This is an optimization exercise on Yosys and OpenROAD, whose aim is small area, a short achievable clock period and few clock cycles per item, not a production implementation.
RTL that was checked went through simulation tests only; none was proved equivalent to the original.
The flow treats the clock pin as an ideal source, which a real chip does not have.
Power is estimated from default activity; no workload was simulated.

==> flow/design.v <==
module ebus_crc8_table (
    input  wire [7:0] index,
    output reg  [7:0] entry
);
  integer k;
  always @(*) begin
    entry = index;
    for (k = 0; k < 8; k = k + 1)
      entry = entry[7] ? ((entry << 1) ^ 8'h9B) : (entry << 1);
  end
endmodule
module ebus_deframer (
    input  wire       clk,
    input  wire       rst,
    input  wire       raw_valid,     
    input  wire [7:0] raw_byte,
    output reg        log_valid,     
    output reg  [7:0] log_byte,
    output reg        log_syn,       
    output reg        log_zero,      
    output reg        log_nack,      
    output reg        log_gt16,      
    output reg        evt_valid,     
    output reg        evt_frm,       
    output reg        evt_sts,       
    output reg  [5:0] evt_a_lo,      
    output reg  [7:0] evt_b
);
  reg       pend_valid;
  reg [5:0] pend;
  wire       b7   = raw_byte[7];
  wire       b6   = raw_byte[6];
  wire       cmd1 = (pend[5:2] == 4'd1);
  wire [7:0] x;
  assign x[5:0] = raw_byte[5:0];
  assign x[7:6] = (pend_valid & b7) ? {pend[1] ^ (pend[0] & b6), pend[0] ^ b6}
                                    : raw_byte[7:6];
  always @(posedge clk) begin
    if (rst) begin
      pend_valid <= 1'b0;
      log_valid  <= 1'b0;
      evt_valid  <= 1'b0;
      evt_b      <= 8'h00;
    end else begin
      if (raw_valid) pend_valid <= ~pend_valid & b7 & b6;
      log_valid <= raw_valid & (pend_valid ? (~b7 | cmd1) : ~(b7 & b6));
      evt_valid <= raw_valid & pend_valid & (~b7 | ~cmd1);
      evt_b     <= x;
    end
  end
  always @(posedge clk) begin
    if (!pend_valid) pend <= raw_byte[5:0];
    log_byte <= x;
    log_syn  <= (x == 8'hAA);
    log_zero <= (x == 8'h00);
    log_nack <= (x == 8'hFF);
    log_gt16 <= (x > 8'h10);
    evt_frm  <= ~b7;
    evt_sts  <= b7;
    evt_a_lo <= b7 ? {2'b00, pend[5:2]} : pend;
  end
endmodule
module ebus_telegram_fsm (
    input  wire         clk,
    input  wire         rst,
    input  wire         in_valid,      
    input  wire [7:0]   in_byte,
    input  wire         in_syn,        
    input  wire         in_zero,       
    input  wire         in_nack,       
    input  wire         in_gt16,       
    output reg          emit,
    output reg  [7:0]   req_src,
    output reg  [7:0]   req_dest,
    output reg  [7:0]   req_cmd_hi,
    output reg  [7:0]   req_cmd_lo,
    output reg  [4:0]   req_len,
    output wire [127:0] req_payload,
    output reg  [7:0]   req_crc,       
    output reg          has_rsp_o,     
    output reg  [4:0]   rsp_len,
    output wire [127:0] rsp_payload,
    output reg  [7:0]   rsp_crc,       
    output reg          evt_valid,
    output reg  [2:0]   evt_code,
    output reg          evt_rsp,
    output reg  [7:0]   evt_a,
    output reg  [7:0]   evt_b
);
  localparam [7:0] BROADCAST = 8'hFE;
  reg s_syn, s_src, s_dest, s_cmdh, s_cmdl, s_len, s_dreq, s_drsp, s_crc, s_ack, s_rsp;
  wire s_data = s_dreq | s_drsp;
  reg [7:0] r_pl [0:15];
  reg [7:0] p_pl [0:15];
  reg [3:0] idx;           
  reg       last;          
  reg       has_rsp;       
  reg       bcast;
  genvar gi;
  generate
    for (gi = 0; gi < 16; gi = gi + 1) begin : g_pl
      assign req_payload[8*gi +: 8] = r_pl[gi];
      assign rsp_payload[8*gi +: 8] = p_pl[gi];
    end
  endgenerate
  wire [7:0] crc_act = has_rsp ? rsp_crc : req_crc;
  wire [7:0] req_tab, rsp_tab;
  ebus_crc8_table u_req_table (.index(req_crc), .entry(req_tab));
  ebus_crc8_table u_rsp_table (.index(rsp_crc), .entry(rsp_tab));
  wire [7:0] req_next = req_tab ^ in_byte;
  wire [7:0] rsp_next = rsp_tab ^ in_byte;
  wire       crc_eq   = has_rsp ? (in_byte == rsp_crc) : (in_byte == req_crc);
  wire [4:0] act_len  = s_drsp ? rsp_len : req_len;
  wire [4:0] idx_inc  = {1'b0, idx} + 5'd1;
  wire [4:0] idx_inc2 = {1'b0, idx} + 5'd2;
  wire       len_one  = (in_byte[4:0] == 5'd1);
  always @(posedge clk) begin
    evt_b       <= in_byte;
    evt_a       <= s_crc ? crc_act : in_byte;
    evt_rsp     <= s_rsp | has_rsp;
    evt_code[2] <= s_crc | s_ack;
    evt_code[1] <= s_len | s_rsp;
    evt_code[0] <= ~s_crc;
  end
  integer i;
  always @(posedge clk) begin
    for (i = 0; i < 16; i = i + 1) begin
      if (s_dreq && idx == i[3:0]) r_pl[i] <= in_byte;
      if (s_drsp && idx == i[3:0]) p_pl[i] <= in_byte;
    end
  end
  always @(posedge clk) begin
    if (in_valid) begin
      if (s_src && !in_syn) begin
        req_src <= in_byte;
        req_crc <= in_byte;
        has_rsp <= 1'b0;
      end
      if (s_dest) begin
        req_dest <= in_byte;
        req_crc  <= req_next;
        bcast    <= (in_byte == BROADCAST);
      end
      if (s_cmdh) begin
        req_cmd_hi <= in_byte;
        req_crc    <= req_next;
      end
      if (s_cmdl) begin
        req_cmd_lo <= in_byte;
        req_crc    <= req_next;
      end
      if (s_len && !in_gt16) begin
        req_len   <= in_byte[4:0];
        req_crc   <= req_next;
        idx       <= 4'd0;
        last      <= len_one;
        has_rsp_o <= 1'b0;
      end
      if (s_dreq) req_crc <= req_next;
      if (s_drsp) rsp_crc <= rsp_next;
      if (s_data) begin
        idx  <= idx_inc[3:0];
        last <= (idx_inc2 == act_len);
      end
      if (s_rsp && !in_syn && !in_gt16) begin
        rsp_len   <= in_byte[4:0];
        rsp_crc   <= in_byte;
        has_rsp   <= 1'b1;
        has_rsp_o <= 1'b1;
        idx       <= 4'd0;
        last      <= len_one;
      end
    end
  end
  always @(posedge clk) begin
    if (rst) begin
      s_syn     <= 1'b1;
      s_src     <= 1'b0;
      s_dest    <= 1'b0;
      s_cmdh    <= 1'b0;
      s_cmdl    <= 1'b0;
      s_len     <= 1'b0;
      s_dreq    <= 1'b0;
      s_drsp    <= 1'b0;
      s_crc     <= 1'b0;
      s_ack     <= 1'b0;
      s_rsp     <= 1'b0;
      emit      <= 1'b0;
      evt_valid <= 1'b0;
    end else begin
      emit      <= in_valid & ((s_ack & in_zero & has_rsp) |
                               (s_ack & in_syn & bcast) |
                               (s_rsp & in_syn));
      evt_valid <= in_valid & ((s_len & in_gt16) |
                               (s_crc & ~crc_eq) |
                               (s_ack & ~in_zero & ~in_nack & ~in_syn) |
                               (s_rsp & ~in_syn & in_gt16));
      if (in_valid) begin
        s_syn  <= (s_syn & ~in_syn) |
                  (s_len & in_gt16) |
                  (s_crc & ~crc_eq) |
                  (s_ack & ~in_syn & ~(in_zero & ~has_rsp)) |
                  (s_rsp & (in_syn | in_gt16));
        s_src  <= ((s_syn | s_src | s_ack) & in_syn);
        s_dest <= s_src & ~in_syn;
        s_cmdh <= s_dest;
        s_cmdl <= s_cmdh;
        s_len  <= s_cmdl;
        s_dreq <= (s_len & ~in_gt16 & ~in_zero) |
                  (s_dreq & ~last);
        s_drsp <= (s_rsp & ~in_syn & ~in_gt16 & ~in_zero) |
                  (s_drsp & ~last);
        s_crc  <= ((s_len | s_rsp) & in_zero) |
                  (s_data & last);
        s_ack  <= s_crc & crc_eq;
        s_rsp  <= s_ack & in_zero & ~has_rsp;
      end
    end
  end
endmodule
module ebus_decoder (
    input  wire         clk,
    input  wire         rst,
    input  wire         in_valid,
    input  wire [7:0]   in_data,
    output wire         in_ready,
    output wire         tel_valid,
    output wire [7:0]   tel_src,
    output wire [7:0]   tel_dest,
    output wire [7:0]   tel_cmd_hi,
    output wire [7:0]   tel_cmd_lo,
    output wire [4:0]   tel_len,
    output wire [127:0] tel_payload,
    output wire [7:0]   tel_crc,
    output wire         tel_has_rsp,
    output wire [4:0]   tel_rsp_len,
    output wire [127:0] tel_rsp_payload,
    output wire [7:0]   tel_rsp_crc,
    output wire         dfr_evt_valid,
    output wire [3:0]   dfr_evt_code,
    output wire [7:0]   dfr_evt_a,
    output wire [7:0]   dfr_evt_b,
    output wire         fsm_evt_valid,
    output wire [3:0]   fsm_evt_code,
    output wire         fsm_evt_rsp,
    output wire [7:0]   fsm_evt_a,
    output wire [7:0]   fsm_evt_b
);
  assign in_ready = 1'b1;
  wire       log_valid;
  wire [7:0] log_byte;
  wire       log_syn, log_zero, log_nack, log_gt16;
  wire       dfr_frm, dfr_sts;
  wire [5:0] dfr_a_lo;
  ebus_deframer u_deframer (
      .clk      (clk),
      .rst      (rst),
      .raw_valid(in_valid),
      .raw_byte (in_data),
      .log_valid(log_valid),
      .log_byte (log_byte),
      .log_syn  (log_syn),
      .log_zero (log_zero),
      .log_nack (log_nack),
      .log_gt16 (log_gt16),
      .evt_valid(dfr_evt_valid),
      .evt_frm  (dfr_frm),
      .evt_sts  (dfr_sts),
      .evt_a_lo (dfr_a_lo),
      .evt_b    (dfr_evt_b)
  );
  assign dfr_evt_code = {2'b00, dfr_sts, dfr_frm};
  assign dfr_evt_a    = {dfr_frm, dfr_frm, dfr_a_lo};
  wire [2:0] evt_code;
  ebus_telegram_fsm u_fsm (
      .clk        (clk),
      .rst        (rst),
      .in_valid   (log_valid),
      .in_byte    (log_byte),
      .in_syn     (log_syn),
      .in_zero    (log_zero),
      .in_nack    (log_nack),
      .in_gt16    (log_gt16),
      .emit       (tel_valid),
      .req_src    (tel_src),
      .req_dest   (tel_dest),
      .req_cmd_hi (tel_cmd_hi),
      .req_cmd_lo (tel_cmd_lo),
      .req_len    (tel_len),
      .req_payload(tel_payload),
      .req_crc    (tel_crc),
      .has_rsp_o  (tel_has_rsp),
      .rsp_len    (tel_rsp_len),
      .rsp_payload(tel_rsp_payload),
      .rsp_crc    (tel_rsp_crc),
      .evt_valid  (fsm_evt_valid),
      .evt_code   (evt_code),
      .evt_rsp    (fsm_evt_rsp),
      .evt_a      (fsm_evt_a),
      .evt_b      (fsm_evt_b)
  );
  assign fsm_evt_code = {1'b0, evt_code};
endmodule
clock: 5.0 ns
lec_check: 0
cap_margin: 20
core_margin: 2
core_utilization: 40
cts_cluster_diameter: 80
cts_cluster_size: 30
setup_slack_margin: 2.9
slew_margin: 20
standard.sh (not shown) runs the stock make flow with config.mk's settings and CLKGATE_MAP_FILE= SYNTH_SCRIPT=/design/flow/synth_recipe.tcl, a recipe that flattens the netlist after the stock synthesis.
==> flow/flow/run.sh <==
#!/bin/bash
# Standard ORFS layout (the standard.sh, standard synthesis unchanged),
# except that:
#  - the port buffers are buf_1 instead of the cell buffer_ports picks;
#  - after CTS the clock tree's root buffer is removed, so the clock port
#    drives the tree's first-level buffers (2 to 4 of them) directly.
set -euo pipefail
export BUFFER_PORTS_ARGS="-buffer_cell sky130_fd_sc_hd__buf_1"
export PRE_CTS_TCL="$PWD/flow/prects.tcl"
bash standard.sh finish > standard_flow.log 2>&1
==> flow/flow/prects.tcl <==
# Run before CTS: after clock_tree_synthesis, drop the tree's root buffer
# so that the clock port drives the first-level tree buffers directly.
source [file join [file dirname [info script]] rmroot.tcl]
rename clock_tree_synthesis my_orig_clock_tree_synthesis
proc clock_tree_synthesis {args} {
  my_orig_clock_tree_synthesis {*}$args
  my_remove_clock_root
}
==> flow/flow/rmroot.tcl <==
proc my_remove_clock_root {} {
  set blk [ord::get_db_block]
  foreach inst [$blk getInsts] {
    set m [[$inst getMaster] getName]
    if {![string match "sky130_fd_sc_hd__clkbuf_*" $m]} continue
    set a [$inst findITerm A]
    set inet [$a getNet]
    if {$inet eq "NULL" || [$inet getName] ne "clk"} continue
    set onet [[$inst findITerm X] getNet]
    set loads {}
    foreach it [$onet getITerms] {
      if {[$it getInst] ne $inst} { lappend loads $it }
    }
    if {[llength $loads] > 4 || [llength [$inet getITerms]] != 1} {
      puts "my_remove_clock_root: keeping [$inst getName] ([llength $loads] loads)"
      continue
    }
    foreach it $loads { $it disconnect; $it connect $inet }
    puts "my_remove_clock_root: removed [$inst getName], port now drives [llength $loads] buffers"
    odb::dbInst_destroy $inst
    odb::dbNet_destroy $onet
  }
}
The first run went through all stages and came out clean.
Testbench counts at the start, summed over its fixed seeds: cycles 13,828, bytes 13,812.
Change:
--- a/flow/design.v
+++ b/flow/design.v
@@ -21,11 +21,9 @@
     output reg        log_nack,      
     output reg        log_gt16,      
     output reg        evt_valid,     
     output reg        evt_frm,       
-    output reg        evt_sts,       
-    output reg  [5:0] evt_a_lo,      
-    output reg  [7:0] evt_b
+    output reg  [5:0] evt_a_lo       
 );
   reg       pend_valid;
   reg [5:0] pend;
   wire       b7   = raw_byte[7];
@@ -39,14 +37,12 @@
     if (rst) begin
       pend_valid <= 1'b0;
       log_valid  <= 1'b0;
       evt_valid  <= 1'b0;
-      evt_b      <= 8'h00;
     end else begin
       if (raw_valid) pend_valid <= ~pend_valid & b7 & b6;
       log_valid <= raw_valid & (pend_valid ? (~b7 | cmd1) : ~(b7 & b6));
       evt_valid <= raw_valid & pend_valid & (~b7 | ~cmd1);
-      evt_b     <= x;
     end
   end
   always @(posedge clk) begin
     if (!pend_valid) pend <= raw_byte[5:0];
@@ -55,9 +51,8 @@
     log_zero <= (x == 8'h00);
     log_nack <= (x == 8'hFF);
     log_gt16 <= (x > 8'h10);
     evt_frm  <= ~b7;
-    evt_sts  <= b7;
     evt_a_lo <= b7 ? {2'b00, pend[5:2]} : pend;
   end
 endmodule
 module ebus_telegram_fsm (
@@ -76,14 +71,14 @@
     output reg  [7:0]   req_cmd_lo,
     output reg  [4:0]   req_len,
     output wire [127:0] req_payload,
     output reg  [7:0]   req_crc,       
-    output reg          has_rsp_o,     
+    output reg          has_rsp,       
     output reg  [4:0]   rsp_len,
     output wire [127:0] rsp_payload,
     output reg  [7:0]   rsp_crc,       
     output reg          evt_valid,
-    output reg  [2:0]   evt_code,
+    output reg  [1:0]   evt_code,      
     output reg          evt_rsp,
     output reg  [7:0]   evt_a,
     output reg  [7:0]   evt_b
 );
@@ -93,9 +88,8 @@
   reg [7:0] r_pl [0:15];
   reg [7:0] p_pl [0:15];
   reg [3:0] idx;           
   reg       last;          
-  reg       has_rsp;       
   reg       bcast;
   genvar gi;
   generate
     for (gi = 0; gi < 16; gi = gi + 1) begin : g_pl
@@ -117,10 +111,9 @@
   always @(posedge clk) begin
     evt_b       <= in_byte;
     evt_a       <= s_crc ? crc_act : in_byte;
     evt_rsp     <= s_rsp | has_rsp;
-    evt_code[2] <= s_crc | s_ack;
-    evt_code[1] <= s_len | s_rsp;
+    evt_code[1] <= s_crc | s_ack;
     evt_code[0] <= ~s_crc;
   end
   integer i;
   always @(posedge clk) begin
@@ -153,9 +146,8 @@
         req_len   <= in_byte[4:0];
         req_crc   <= req_next;
         idx       <= 4'd0;
         last      <= len_one;
-        has_rsp_o <= 1'b0;
       end
       if (s_dreq) req_crc <= req_next;
       if (s_drsp) rsp_crc <= rsp_next;
       if (s_data) begin
@@ -165,9 +157,8 @@
       if (s_rsp && !in_syn && !in_gt16) begin
         rsp_len   <= in_byte[4:0];
         rsp_crc   <= in_byte;
         has_rsp   <= 1'b1;
-        has_rsp_o <= 1'b1;
         idx       <= 4'd0;
         last      <= len_one;
       end
     end
@@ -249,9 +240,9 @@
   assign in_ready = 1'b1;
   wire       log_valid;
   wire [7:0] log_byte;
   wire       log_syn, log_zero, log_nack, log_gt16;
-  wire       dfr_frm, dfr_sts;
+  wire       dfr_frm;
   wire [5:0] dfr_a_lo;
   ebus_deframer u_deframer (
       .clk      (clk),
       .rst      (rst),
@@ -264,15 +255,14 @@
       .log_nack (log_nack),
       .log_gt16 (log_gt16),
       .evt_valid(dfr_evt_valid),
       .evt_frm  (dfr_frm),
-      .evt_sts  (dfr_sts),
-      .evt_a_lo (dfr_a_lo),
-      .evt_b    (dfr_evt_b)
+      .evt_a_lo (dfr_a_lo)
   );
-  assign dfr_evt_code = {2'b00, dfr_sts, dfr_frm};
+  assign dfr_evt_code = {2'b00, ~dfr_frm, dfr_frm};
+  assign dfr_evt_b    = log_byte;
   assign dfr_evt_a    = {dfr_frm, dfr_frm, dfr_a_lo};
-  wire [2:0] evt_code;
+  wire [1:0] evt_code;
   ebus_telegram_fsm u_fsm (
       .clk        (clk),
       .rst        (rst),
       .in_valid   (log_valid),
@@ -288,9 +278,9 @@
       .req_cmd_lo (tel_cmd_lo),
       .req_len    (tel_len),
       .req_payload(tel_payload),
       .req_crc    (tel_crc),
-      .has_rsp_o  (tel_has_rsp),
+      .has_rsp    (tel_has_rsp),
       .rsp_len    (tel_rsp_len),
       .rsp_payload(tel_rsp_payload),
       .rsp_crc    (tel_rsp_crc),
       .evt_valid  (fsm_evt_valid),
@@ -298,6 +288,6 @@
       .evt_rsp    (fsm_evt_rsp),
       .evt_a      (fsm_evt_a),
       .evt_b      (fsm_evt_b)
   );
-  assign fsm_evt_code = {1'b0, evt_code};
-endmodule
+  assign fsm_evt_code = {1'b0, evt_code[1], ~evt_code[1], evt_code[0]};
+endmodule
What happened:
- worst setup slack gets worse by 0.076 ns
- clock power stays flat
- hold slack gets worse by 0.0066 ns
- clock skew came out lower by 0.012 ns
- sequential share of layout area came out lower by 0.99 points
- utilization came out higher by 0.96 points
No functional check of the RTL was part of the second run of this note.

[separate check: timing with driven ports]
The flow's constraints put no driver on any port. The routed layouts listed below were extracted and timed again, unchanged, in two steps.
Step 1 (the two cells are an assumption about what drives the block):
set clk [get_ports {clk}]
set_driving_cell -lib_cell sky130_fd_sc_hd__clkbuf_16 $clk
set_driving_cell -lib_cell sky130_fd_sc_hd__buf_2 [delete_from_list [all_inputs] $clk]
Step 2 moves the port delays by t, midway between the first and last clock arrival at a register: inputs arrive t later, outputs are due t later. That takes back most of the time a late clock gives input paths.
Three values: ideal, step 1, step 2; two values: the first two.
run	t (ns)	setup slack, ns	hold slack, ns	latest minus earliest clock arrival (ns)	worst slew at a driven data input, ns
the first run	0.456	2.924 / 2.866 / 2.645	0.472 / 0.472 / 0.472	0.032 / 0.033	0.03
the second run	0.448	2.848 / 2.790 / 2.723	0.466 / 0.466 / 0.466	0.022 / 0.023	0.03
After both steps setup and hold are still met in every run listed. The setup slack of the first run, which loses most, moves by -0.058 ns with the drivers and by -0.279 ns with both steps.
